What follows belongs to an exercise in optimizing a design on an open flow for small area, a short achievable clock period and few clock cycles; a production flow would make more cautious choices. Function not checked in this run: the RTL went through the layout flow alone. Power and IR drop assume default switching activity.

**design.v**
```verilog
module svm_core (
    input  wire        clk,
    input  wire        rst,
    input  wire [1:0]  cfg_policy,    
    input  wire [31:0] cfg_quantum,   
    input  wire        cmd_valid,
    output wire        cmd_ready,
    input  wire [3:0]  cmd_op,
    input  wire [31:0] cmd_a,
    input  wire [31:0] cmd_b,
    input  wire [31:0] cmd_c,
    output reg         rsp_valid,
    output reg         rsp_err,
    output reg         rsp_trace,
    output reg  [31:0] rsp_data,
    output wire [1:0]  phase,
    output wire [7:0]  halt_reason
);
    localparam OP_WRITE   = 4'd1, OP_CREATE  = 4'd2, OP_START   = 4'd3,
               OP_STEP    = 4'd4, OP_TIMER   = 4'd5, OP_SWI     = 4'd6,
               OP_ACQUIRE = 4'd7, OP_RELEASE = 4'd8, OP_OBSERVE = 4'd9;
    localparam PH_CONSTRUCT = 2'd0, PH_RUN = 2'd1, PH_HALTED = 2'd2;
    localparam POL_FCFS = 2'd0, POL_SJF = 2'd1, POL_RR = 2'd2, POL_PRIO = 2'd3;
    localparam ST_NEW = 2'd0, ST_READY = 2'd1, ST_RUNNING = 2'd2;
    localparam H_NO_PROCESS = 5'd1, H_NO_FRAME = 5'd2, H_PID_EXHAUSTED = 5'd3,
               F_FETCH_RANGE = 5'd16, F_VA_RANGE = 5'd17, F_UNDEF_INT = 5'd18,
               F_UNDEF_SYSCALL = 5'd19, F_BAD_RELEASE = 5'd21;
    localparam B_LOAD = 2'd0, B_DISP = 2'd1, B_PTMR = 2'd2;
    localparam [31:0] SENTINEL = 32'hFFFFFFFF;
    reg [1:0]  policy;
    reg [31:0] quantum;
    reg [31:0] memE [0:31];
    reg [31:0] memO [0:31];
    reg [31:0] mvE, mvO;
    reg [31:0] ra, rb, rc, rip;
    reg [1:0]  ph;
    reg [4:0]  hr;
    reg [2:0]  pool [0:7];       
    reg [3:0]  pcnt;
    reg [3:0]  alive;            
    reg [1:0]  lpid;             
    reg        lnone;            
    reg [2:0]  npid;
    reg [31:0] ticks;
    reg [31:0] s_prio  [0:3];
    reg [31:0] s_burst [0:3];
    reg [31:0] s_a     [0:3];
    reg [31:0] s_b     [0:3];
    reg [31:0] s_c     [0:3];
    reg [31:0] s_ip    [0:3];
    reg [3:0]  s_sv;             
    reg [1:0]  s_st    [0:3];
    reg [7:0]  pt_v    [0:3];
    reg [2:0]  pt_f    [0:31];   
    reg        busy;
    reg [1:0]  bjob;
    reg [5:0]  ld_pa;
    reg        ld_c;
    assign cmd_ready   = ~busy;
    assign phase       = ph;
    assign halt_reason = {3'b000, hr};
    integer i, j;
    wire [2:0] nprocs = {2'b00, alive[0]} + {2'b00, alive[1]} + {2'b00, alive[2]} + {2'b00, alive[3]};
    reg  [1:0] cur;               
    always @* begin
        cur = 2'd0;
        for (i = 0; i < 4; i = i + 1)
            if (i < lpid && alive[i]) cur = cur + 2'd1;
    end
    reg [1:0] pid_at [0:3];
    reg [1:0] cnt;
    always @* begin
        for (i = 0; i < 4; i = i + 1) pid_at[i] = 2'd0;
        cnt = 2'd0;
        for (i = 0; i < 4; i = i + 1)
            if (alive[i]) begin
                pid_at[cnt] = i[1:0];
                cnt = cnt + 2'd1;
            end
    end
    wire [1:0] first_pid = alive[0] ? 2'd0 : alive[1] ? 2'd1 : alive[2] ? 2'd2 : 2'd3;
    wire [3:0] oth = alive & ~(4'b0001 << lpid);
    reg  [1:0] rr_next;
    always @* begin
        rr_next = 2'd0;
        for (i = 3; i >= 0; i = i - 1)       
            if (oth[i]) rr_next = i[1:0];
        for (i = 3; i >= 0; i = i - 1)       
            if (oth[i] && i > lpid) rr_next = i[1:0];
    end
    reg [3:0] sj_win, tp_win;
    reg       ok_s, ok_t;
    always @* begin
        for (i = 0; i < 4; i = i + 1) begin
            ok_s = alive[i];
            ok_t = alive[i];
            for (j = 0; j < 4; j = j + 1) begin
                if (j < i && alive[j]) begin
                    if (!(s_burst[i] < s_burst[j])) ok_s = 1'b0;
                    if (!($signed(s_prio[i]) > $signed(s_prio[j]))) ok_t = 1'b0;
                end
                if (j > i && alive[j]) begin
                    if (s_burst[j] < s_burst[i]) ok_s = 1'b0;
                    if ($signed(s_prio[j]) > $signed(s_prio[i])) ok_t = 1'b0;
                end
            end
            sj_win[i] = ok_s;
            tp_win[i] = ok_t;
        end
    end
    wire [1:0] sj_pid = {sj_win[2] | sj_win[3], sj_win[1] | sj_win[3]};
    wire [1:0] tp_pid = {tp_win[2] | tp_win[3], tp_win[1] | tp_win[3]};
    reg in_pool;
    always @* begin
        in_pool = 1'b0;
        for (i = 0; i < 8; i = i + 1)
            if (i < pcnt && pool[i] == cmd_a[5:3])
                in_pool = 1'b1;
    end
    wire [2:0] ptop_i   = pcnt[2:0] - 3'd1;
    wire [2:0] pool_top = pool[ptop_i];
    wire [4:0]  ko = rip[5:1];
    wire [4:0]  ke = rip[5:1] + {4'd0, rip[0]};
    wire [31:0] fe = mvE[ke] ? memE[ke] : 32'd0;
    wire [31:0] fo = mvO[ko] ? memO[ko] : 32'd0;
    wire [31:0] w0 = rip[0] ? fo : fe;
    wire [31:0] w1 = rip[0] ? fe : fo;
    wire        ip_bad = (rip[31:6] != 26'd0) || (rip[5:0] == 6'd63);
    wire w0_hi0  = (w0[31:8] == 24'd0);
    wire dec_mov = w0_hi0 && (w0[7:0] == 8'h10 || w0[7:0] == 8'h11 || w0[7:0] == 8'h12);
    wire dec_jmp = w0_hi0 && (w0[7:0] == 8'h20);
    wire dec_int = w0_hi0 && (w0[7:0] == 8'h30);
    wire dec_ld  = w0_hi0 && (w0[7:0] == 8'h21 || w0[7:0] == 8'h22);
    wire dec_st  = w0_hi0 && (w0[7:0] == 8'h31 || w0[7:0] == 8'h32);
    wire va_bad  = (w1[31:6] != 26'd0);
    wire [4:0] pte_i = {lpid, w1[5:3]};
    wire       pte_v = pt_v[lpid][w1[5:3]];
    wire [5:0] pa    = {pt_f[pte_i], w1[2:0]};
    wire [31:0] st_data = w0[1] ? rc : rb;       
    wire [5:0]  da = busy ? ld_pa : cmd_a[5:0];
    wire [31:0] dr = da[0] ? (mvO[da[5:1]] ? memO[da[5:1]] : 32'd0)
                           : (mvE[da[5:1]] ? memE[da[5:1]] : 32'd0);
    reg [31:0] obs;
    reg [1:0]  op_pid;
    reg        op_ok;
    reg [3:0]  pool_i;
    always @* begin
        obs    = 32'd0;
        op_pid = pid_at[cmd_a[4:3]];
        op_ok  = {1'b0, cmd_a[4:3]} < nprocs;
        pool_i = pcnt - 4'd1 - {1'b0, cmd_a[2:0]};
        if (cmd_a[31:8] == 24'd0) begin
            if (cmd_a[7:6] == 2'b00)
                obs = dr;
            else if (cmd_a[7:4] == 4'h4) begin
                case (cmd_a[3:0])
                    4'h0: obs = ra;
                    4'h1: obs = rb;
                    4'h2: obs = rc;
                    4'h4: obs = rip;
                    4'h8: obs = {29'd0, nprocs};
                    4'h9: obs = {30'd0, cur};
                    4'hA: obs = lnone ? SENTINEL : {30'd0, lpid};
                    4'hB: obs = {29'd0, npid};
                    4'hC: obs = {28'd0, pcnt};
                    default: obs = 32'd0;
                endcase
            end else if (cmd_a[7:4] == 4'h5) begin
                if (cmd_a[3] == 1'b0 && {1'b0, cmd_a[2:0]} < pcnt)
                    obs = {26'd0, pool[pool_i[2:0]], 3'd0};
                else if (cmd_a[3] == 1'b0)
                    obs = SENTINEL;
            end else if (cmd_a[7:5] == 3'b011) begin
                if (op_ok)
                    obs = pt_v[op_pid][cmd_a[2:0]] ? {26'd0, pt_f[{op_pid, cmd_a[2:0]}], 3'd0} : SENTINEL;
            end else if (cmd_a[7:5] == 3'b100) begin
                if (op_ok) begin
                    case (cmd_a[2:0])
                        3'd0: obs = {30'd0, op_pid};
                        3'd1: obs = {30'd0, s_st[op_pid]};
                        3'd2: obs = s_prio[op_pid];
                        3'd3: obs = s_burst[op_pid];
                        3'd4: obs = s_sv[op_pid] ? s_a[op_pid] : 32'd0;
                        3'd5: obs = s_sv[op_pid] ? s_b[op_pid] : 32'd0;
                        3'd6: obs = s_sv[op_pid] ? s_c[op_pid] : 32'd0;
                        default: obs = s_ip[op_pid];
                    endcase
                end
            end
        end
    end
    wire [31:0] ticks1 = ticks + 32'd1;
    wire        q_hit  = (ticks1 >= quantum);
    task automatic done(input err, input trace, input [31:0] data);
        begin
            rsp_valid <= 1'b1;
            rsp_err   <= err;
            rsp_trace <= trace;
            rsp_data  <= data;
        end
    endtask
    task automatic stop(input [4:0] code);
        begin
            ph <= PH_HALTED;
            hr <= code;
        end
    endtask
    task automatic dispatch(input [1:0] d);
        begin
            ra  <= s_sv[d] ? s_a[d] : 32'd0;
            rb  <= s_sv[d] ? s_b[d] : 32'd0;
            rc  <= s_sv[d] ? s_c[d] : 32'd0;
            rip <= s_ip[d];
            lpid  <= d;
            lnone <= 1'b0;
            s_st[d] <= ST_RUNNING;
            ticks <= 32'd0;
        end
    endtask
    task automatic save_cur;
        begin
            s_a[lpid]  <= ra;
            s_b[lpid]  <= rb;
            s_c[lpid]  <= rc;
            s_ip[lpid] <= rip;
            s_sv[lpid] <= 1'b1;
            s_st[lpid] <= ST_READY;
        end
    endtask
    task automatic swi;
        begin
            if (policy == POL_PRIO && ra == 32'd2) begin
                s_prio[lpid] <= rb;
                done(1'b0, 1'b0, 32'd0);
            end else if (policy == POL_PRIO && ra != 32'd1) begin
                stop(F_UNDEF_SYSCALL);
                done(1'b0, 1'b0, 32'd0);
            end else begin
                alive[lpid] <= 1'b0;      
                busy <= 1'b1;
                bjob <= B_DISP;
            end
        end
    endtask
    always @(posedge clk) begin
        if (rst) begin
            policy  <= cfg_policy;
            quantum <= cfg_quantum;
            mvE <= 32'd0;
            mvO <= 32'd0;
            ra <= 32'd0; rb <= 32'd0; rc <= 32'd0; rip <= 32'd0;
            ph <= PH_CONSTRUCT;
            hr <= 5'd0;
            for (i = 0; i < 8; i = i + 1)
                pool[i] <= i[2:0];
            pcnt  <= 4'd8;
            alive <= 4'd0;
            lpid  <= 2'd0;
            lnone <= 1'b1;
            npid  <= 3'd0;
            ticks <= 32'd0;
            s_sv  <= 4'd0;
            for (i = 0; i < 4; i = i + 1) begin
                s_st[i] <= ST_NEW;
                pt_v[i] <= 8'd0;
            end
            busy <= 1'b0;
            rsp_valid <= 1'b0;
        end else begin
            rsp_valid <= 1'b0;
            if (busy) begin
                busy <= 1'b0;
                case (bjob)
                B_LOAD: begin
                    if (ld_c) rc <= dr; else rb <= dr;
                    rip <= rip + 32'd2;
                    done(1'b0, 1'b0, 32'd0);
                end
                B_DISP: begin
                    if (alive == 4'd0)
                        stop(H_NO_PROCESS);
                    else begin
                        case (policy)
                            POL_FCFS: dispatch(first_pid);
                            POL_SJF:  dispatch(sj_pid);
                            POL_RR:   dispatch(rr_next);
                            default:  dispatch(tp_pid);
                        endcase
                    end
                    done(1'b0, 1'b0, 32'd0);
                end
                default: begin       
                    s_prio[tp_pid] <= s_prio[tp_pid] + 32'd1;
                    dispatch(tp_pid);
                    done(1'b0, 1'b0, 32'd0);
                end
                endcase
            end else if (cmd_valid) begin
                case (cmd_op)
                OP_WRITE:
                    if (ph == PH_CONSTRUCT && cmd_a[31:6] == 26'd0) begin
                        if (cmd_a[0]) begin
                            memO[cmd_a[5:1]] <= cmd_b;
                            mvO[cmd_a[5:1]]  <= 1'b1;
                        end else begin
                            memE[cmd_a[5:1]] <= cmd_b;
                            mvE[cmd_a[5:1]]  <= 1'b1;
                        end
                        done(1'b0, 1'b0, 32'd0);
                    end else
                        done(1'b1, 1'b0, 32'd0);
                OP_CREATE:
                    if (ph != PH_CONSTRUCT)
                        done(1'b1, 1'b0, 32'd0);
                    else if (npid[2]) begin
                        stop(H_PID_EXHAUSTED);
                        done(1'b0, 1'b0, 32'd0);
                    end else begin
                        s_prio[npid[1:0]]  <= cmd_c;
                        s_burst[npid[1:0]] <= cmd_b;
                        s_ip[npid[1:0]]    <= cmd_a;
                        alive[npid[1:0]]   <= 1'b1;
                        npid <= npid + 3'd1;
                        done(1'b0, 1'b0, {29'd0, npid});
                    end
                OP_START:
                    if (ph != PH_CONSTRUCT)
                        done(1'b1, 1'b0, 32'd0);
                    else begin
                        if (alive == 4'd0)
                            stop(H_NO_PROCESS);
                        else begin
                            ph <= PH_RUN;
                            dispatch(2'd0);
                        end
                        done(1'b0, 1'b0, 32'd0);
                    end
                OP_STEP:
                    if (ph != PH_RUN)
                        done(1'b1, 1'b0, 32'd0);
                    else if (ip_bad) begin
                        stop(F_FETCH_RANGE);
                        done(1'b0, 1'b0, 32'd0);
                    end else if (dec_mov) begin
                        case (w0[1:0])
                            2'd0: ra <= w1;
                            2'd1: rb <= w1;
                            default: rc <= w1;
                        endcase
                        rip <= rip + 32'd2;
                        done(1'b0, 1'b0, 32'd0);
                    end else if (dec_jmp) begin
                        rip <= rip + w1;
                        done(1'b0, 1'b0, 32'd0);
                    end else if (dec_int) begin
                        if (w1 == 32'd1)
                            swi;
                        else begin
                            stop(F_UNDEF_INT);
                            done(1'b0, 1'b0, 32'd0);
                        end
                    end else if (dec_ld || dec_st) begin
                        if (va_bad) begin
                            stop(F_VA_RANGE);
                            done(1'b0, 1'b0, 32'd0);
                        end else if (!pte_v) begin
                            if (pcnt == 4'd0)
                                stop(H_NO_FRAME);
                            else begin
                                pt_v[lpid][w1[5:3]] <= 1'b1;
                                pt_f[pte_i] <= pool_top;
                                pcnt <= pcnt - 4'd1;
                            end
                            done(1'b0, 1'b0, 32'd0);
                        end else if (dec_st) begin
                            if (pa[0]) begin
                                memO[pa[5:1]] <= st_data;
                                mvO[pa[5:1]]  <= 1'b1;
                            end else begin
                                memE[pa[5:1]] <= st_data;
                                mvE[pa[5:1]]  <= 1'b1;
                            end
                            rip <= rip + 32'd2;
                            done(1'b0, 1'b0, 32'd0);
                        end else begin
                            ld_pa <= pa;
                            ld_c  <= w0[1];
                            busy  <= 1'b1;
                            bjob  <= B_LOAD;
                        end
                    end else begin
                        rip <= rip + 32'd2;
                        done(1'b0, 1'b1, 32'd0);
                    end
                OP_TIMER:
                    if (ph != PH_RUN)
                        done(1'b1, 1'b0, 32'd0);
                    else begin
                        if (policy == POL_RR) begin
                            ticks <= ticks1;
                            if (q_hit && nprocs > 3'd1) begin
                                save_cur;
                                dispatch(rr_next);
                            end
                            done(1'b0, 1'b0, 32'd0);
                        end else if (policy == POL_PRIO) begin
                            ticks <= ticks1;
                            if (q_hit) begin
                                save_cur;
                                s_prio[lpid] <= s_prio[lpid] - 32'd1;
                                busy <= 1'b1;
                                bjob <= B_PTMR;
                            end else
                                done(1'b0, 1'b0, 32'd0);
                        end else
                            done(1'b0, 1'b0, 32'd0);
                    end
                OP_SWI:
                    if (ph != PH_RUN)
                        done(1'b1, 1'b0, 32'd0);
                    else
                        swi;
                OP_ACQUIRE:
                    if (ph == PH_HALTED)
                        done(1'b1, 1'b0, 32'd0);
                    else if (pcnt == 4'd0)
                        done(1'b0, 1'b0, SENTINEL);
                    else begin
                        pcnt <= pcnt - 4'd1;
                        done(1'b0, 1'b0, {26'd0, pool_top, 3'd0});
                    end
                OP_RELEASE:
                    if (ph == PH_HALTED)
                        done(1'b1, 1'b0, 32'd0);
                    else begin
                        if (cmd_a[2:0] != 3'd0 || cmd_a[31:6] != 26'd0 || in_pool)
                            stop(F_BAD_RELEASE);
                        else begin
                            pool[pcnt[2:0]] <= cmd_a[5:3];
                            pcnt <= pcnt + 4'd1;
                        end
                        done(1'b0, 1'b0, 32'd0);
                    end
                OP_OBSERVE:
                    done(1'b0, 1'b0, obs);
                default:
                    done(1'b1, 1'b0, 32'd0);
                endcase
            end
        end
    end
endmodule
```
**config.mk**
```make
export PLATFORM = sky130hd
export DESIGN_NAME = svm_core
export DESIGN_NICKNAME = svm_core
export VERILOG_FILES = /design/flow/design.v
export SDC_FILE = /design/flow/constraint.sdc
export NUM_CORES = 8
export LEC_CHECK = 0
export CAP_MARGIN = 20
export CORE_MARGIN = 2
export CORE_UTILIZATION = 40
export PLACE_DENSITY = 0.5
export SLEW_MARGIN = 20
export SYNTH_MEMORY_MAX_BITS = 4096
```
**run.sh**
```bash
#!/bin/bash
# synth_recipe.tcl (not shown) runs the flow's synth.tcl, then flattens the netlist and writes it again
# the make line also repeats each setting of config.mk as NAME=value (left out here)
make -C /OpenROAD-flow-scripts/flow DESIGN_CONFIG=/design/flow/config.mk WORK_HOME=/design/flow/orfs CLKGATE_MAP_FILE= SYNTH_SCRIPT=/design/flow/synth_recipe.tcl finish
```
**constraint.sdc**
```tcl
create_clock -name core_clock -period 12.0 [get_ports {clk}]
set_input_delay 2.4000 -clock core_clock [delete_from_list [all_inputs] [get_ports {clk}]]
set_output_delay 2.4000 -clock core_clock [all_outputs]
set_load 0.01 [all_outputs]
```
==> results.toml <==
[logic_synthesis]
yosysWarnings = 2
ys_ff_latch = 3311
synthFlopType = "edfxtp_1"
ys_seq_area_share_pct = 51.0
postSynth.asyncResetShare_pct = 0
syn_area_per_cell_um2 = 12.6
synth-edff-count = 3045
yosysUniqueCellTypes = 114
syn_area_um2 = 190000
syn_inst = 15070

[global_route]
track_usage_pct = 34.2
grt-busiest-layer = "met2"
grt_max_degree = 146
grtUsageMet2_pct = 49.8
grt_pass1_wl_mm = 1160
grt_pass1_vias = 140603
met1_usage_pct = 43.5
grt-ovfl-total = 0
antenna_found_initial = 80
met3_usage_pct = 10.7

[cts]
cts_tree = "built"
cts_resized = 0
clock_path_buffers = 4
holdBufCountCts = 0
post-cts-setup-buffers = 0
clock_latency_ns = 1.06
htreeDepth = 5
cts.clk_slew.worst_paths_ns = 0.06
cts_buffers = 379
clkSinkCount = 3311
root_buffer = "clkbuf_16"

[setup_path]
max_stage_delay_ns = 0.99
r2r_slack_ns = 2.50
critPathSlowestCell = "nor2_4"
cp.required_ns = 12.66
critical_path.top_delay_family = "simple AND/OR/NAND/NOR gates"
reg2regPathDepth = 17
path_cells = "buf_4 > ha_4 > ha_4 > buf_4 > mux4_2 > mux4_2 > mux2i_1 > nand4_1 > a2111oi_2 > a21oi_1 > nor4_4 > o21ai_2 > nor3_1 > and2_4 > mux2i_1 > nor2_4 > buf_4"
worst-path-buf-inv = 3
endpoint_kind = "register"
start_kind = "register"
critPathArrivalTime_ns = 10.16
cp_num_cells = 17
critPathMaxFanout = 59
critical_path_class = "register to register"
path_common_cell = "buf_4"

[hold_path]
hold_class = "register to register"
holdPathStages = 2

[timing]
fin_ws_ns = 2.50
maxSlewViolCount = 0
tightest_slew_ns = 1.29
hold_viol_final = 0
setup_tns_ns = 0
finalCritPeriodShare_pct = 79.2
fmax_mhz = 105
period_needed_ns = 9.50
setup_violations = 0
rsz0062_at_grt = "false"
clock_skew_ns = 0.0786
relSlewSlack_pct = 13.4

[cells_and_area]
final_layout_size_suffix_gt1_share_pct = 19.0
fin_nets = 15454
area_growth_pct = 11.8
final_cells = 21465
finalInstanceArea_um2 = 212000

[pwr]
pwr-share-clk_pct = 44.3
p_comb_share_pct = 8.6
powerDensity_nw_per_um2 = 127
power.internal_mw = 20.1
seqPwrFrac_pct = 47.0
switching_share_pct = 25.2
p_leak_nw = 68.6
p_sw_mw = 6.78
ir_drop_mv = 0.119

[floorplanning]
core_um2 = 474000
ioPinCount = 183
rows = 253
die_x_um = 693
fp.dieArea_um2 = 480000
initial_core_util_pct = 40.1
die_h_um = 693

[routing]
dr.first_iter.drc_count = 22870
first_pass_iters = 15
remaining_drc_errors = 0
vias = 148668
wl_per_cell_um = 39.4
wl_mm = 845
ant_nets = 0
vias_per_cell = 6.93

[placement]
place_inst = 20699
place.gp.congestion = 0.977
dpl_worst_slack_ns = 2.54
placed_area_um2 = 200000
dp_hpwl_mm = 545
port_buffers = 179

[run_status]
status = "complete, no violations"

[job]
cap_violations = 0
-- area by class of cell --
| type | instances | area [um^2] |
|---|---|---|
| repair buffers | 626 | 5620 |
| flip-flops and latches | 3311 | 96800 |
| multi-input cells | 10201 | 88200 |
| well taps | 6247 | 7820 |
| fillers | 42702 | 261000 |
| diodes | 65 | 163 |
| inverters | 317 | 1200 |
| clock inverters | 229 | 2330 |
| clock buffers | 469 | 10100 |
-- flip-flops by register name, indices dropped and copies added (netlist names), 32 cells and up, named ones only --
signal / count
quantum: 32
ticks: 32
memE: 1024
s_b: 128
mvO: 32
s_burst: 128
rip: 32
s_a: 128
ra: 32
rsp_data: 32
s_c: 128
mvE: 32
s_ip: 128
rc: 32
s_prio: 128
pt_v: 32
memO: 1024
rb: 32
pt_f: 96
-- cells in the mapped netlist, types with 126 or more instances --
cell type     n  area share (%)
edfxtp_1   3045              48
nand2_1    2316             4.6
mux4_2     1411              17
clkbuf_1    841             1.7
a21oi_1     781             2.1
nor2_1      616             1.2
nand3_1     568             1.5
o21ai_0     523             1.4
ha_1        477             3.1
mux2i_1     347             1.8
inv_1       310            0.61
dfxtp_1     266             2.8
buf_1       215            0.43
a221oi_1    207            0.96
a22oi_1     207            0.82
a31oi_1     203            0.67
a311oi_1    202            0.93
and3_1      161            0.53
o211ai_1    143            0.57
mux2_2      134            0.79
a221o_1     130            0.69
buf_2       126            0.33
-- tightest hold or removal path, delay by kind of cell (launching register included) --
family	cells	cell delay [ns]
compound gates	1	0.05
flops	1	0.31
simple gates	1	0.05
-- per-stage QoR --
stage | hold slack [ns] | power, mW | utilization (%)
floorplan | 0.437 | 14.1 | -
global placement | 0.448 | 15.1 | 42.1
detailed placement | 0.451 | 15.1 | 42.1
CTS | 0.459 | 26.9 | 44.8
global route | 0.489 | 27.4 | 44.8
finish | 0.460 | 26.9 | 44.8
-- path summary, 6_finish.rpt --
check,start,endpoint
worst min register to register,s_st[2][1]$_SDFFE_PP0P_,s_st[2][1]$_SDFFE_PP0P_
worst min-delay path,s_st[2][1]$_SDFFE_PP0P_,s_st[2][1]$_SDFFE_PP0P_
worst max register to register,rip[1]$_SDFFE_PP0P_,memO[5][7]$_DFFE_PP_
worst max-delay path,rip[1]$_SDFFE_PP0P_,memO[5][7]$_DFFE_PP_
-- cell usage in the layout (no fill, tap or decap), drive strengths merged, types with 143 or more instances in the layout --
cell	Yosys	layout
a221oi	208	208
a311oi	202	202
nor2	621	621
a22oi	207	207
edfxtp	3045	3045
clkbuf	842	469
buf	401	454
a21oi	783	783
mux2i	347	347
nand2	2316	2316
nand3	569	569
mux2	150	150
a31oi	203	203
mux4	1411	1411
dfxtp	266	266
clkinv	3	155
clkdlybuf4s50	0	172
inv	314	333
o21ai	539	539
o211ai	143	143
and3	161	161
ha	477	477
-- cell families after synthesis --
| group | after synthesis | share of synthesized area [%] |
|---|---|---|
| AND/OR/NAND/NOR | 4276 | 9.94 |
| AO/OA/AOI/OAI | 3351 | 12.3 |
| flip-flops | 3311 | 51.0 |
| multiplexers | 1908 | 19.5 |
| buffers and inverters | 1560 | 3.32 |
| adder cells (fa/ha/maj) | 481 | 3.19 |
| XOR/XNOR | 182 | 0.844 |
| other | 1 | 0.00198 |
-- per-layer routing --
| metal | up-vias | routed length [um] |
|---|---|---|
| met2 | 10457 | 360000 |
| li1 | 59799 | - |
| met5 | - | 787 |
| met3 | 2459 | 102000 |
| met4 | 48 | 69200 |
| met1 | 75905 | 314000 |
-- power by group through the flow --
stage,sequential [mW],clock (mW),combinational [mW]
global placement,12.9,0,2.25
floorplan,12.8,0,1.26
finish,12.6,11.9,2.31
detailed placement,12.9,0,2.25
global route,12.6,12.4,2.37
CTS,12.6,12.0,2.25

afterwards: timing with drivers on the ports:
Ports are ideal in the flow. The routed layout listed here was re-timed in OpenROAD.
Step 1 assumes that a clkbuf_16 drives the clock port and a buf_2 every other input.
Step 2, shift: input delay + t, output delay - t, t = (earliest + latest rising clock arrival at the registers) / 2. This alone moves slack from input paths to output paths.
Slacks: no drivers / after step 1 / after step 2; pairs: no drivers / after step 1.
t, ns: 1.149
slack for setup (ns): 2.501 / 2.501 / 2.501
latest minus earliest clock arrival (ns): 0.082 / 0.081
worst slew at a driven data input, ns: 0.35
After both steps this run still meets setup and hold. The setup slack of this run moves by 0.000 ns with the drivers and by 0.000 ns with both steps.
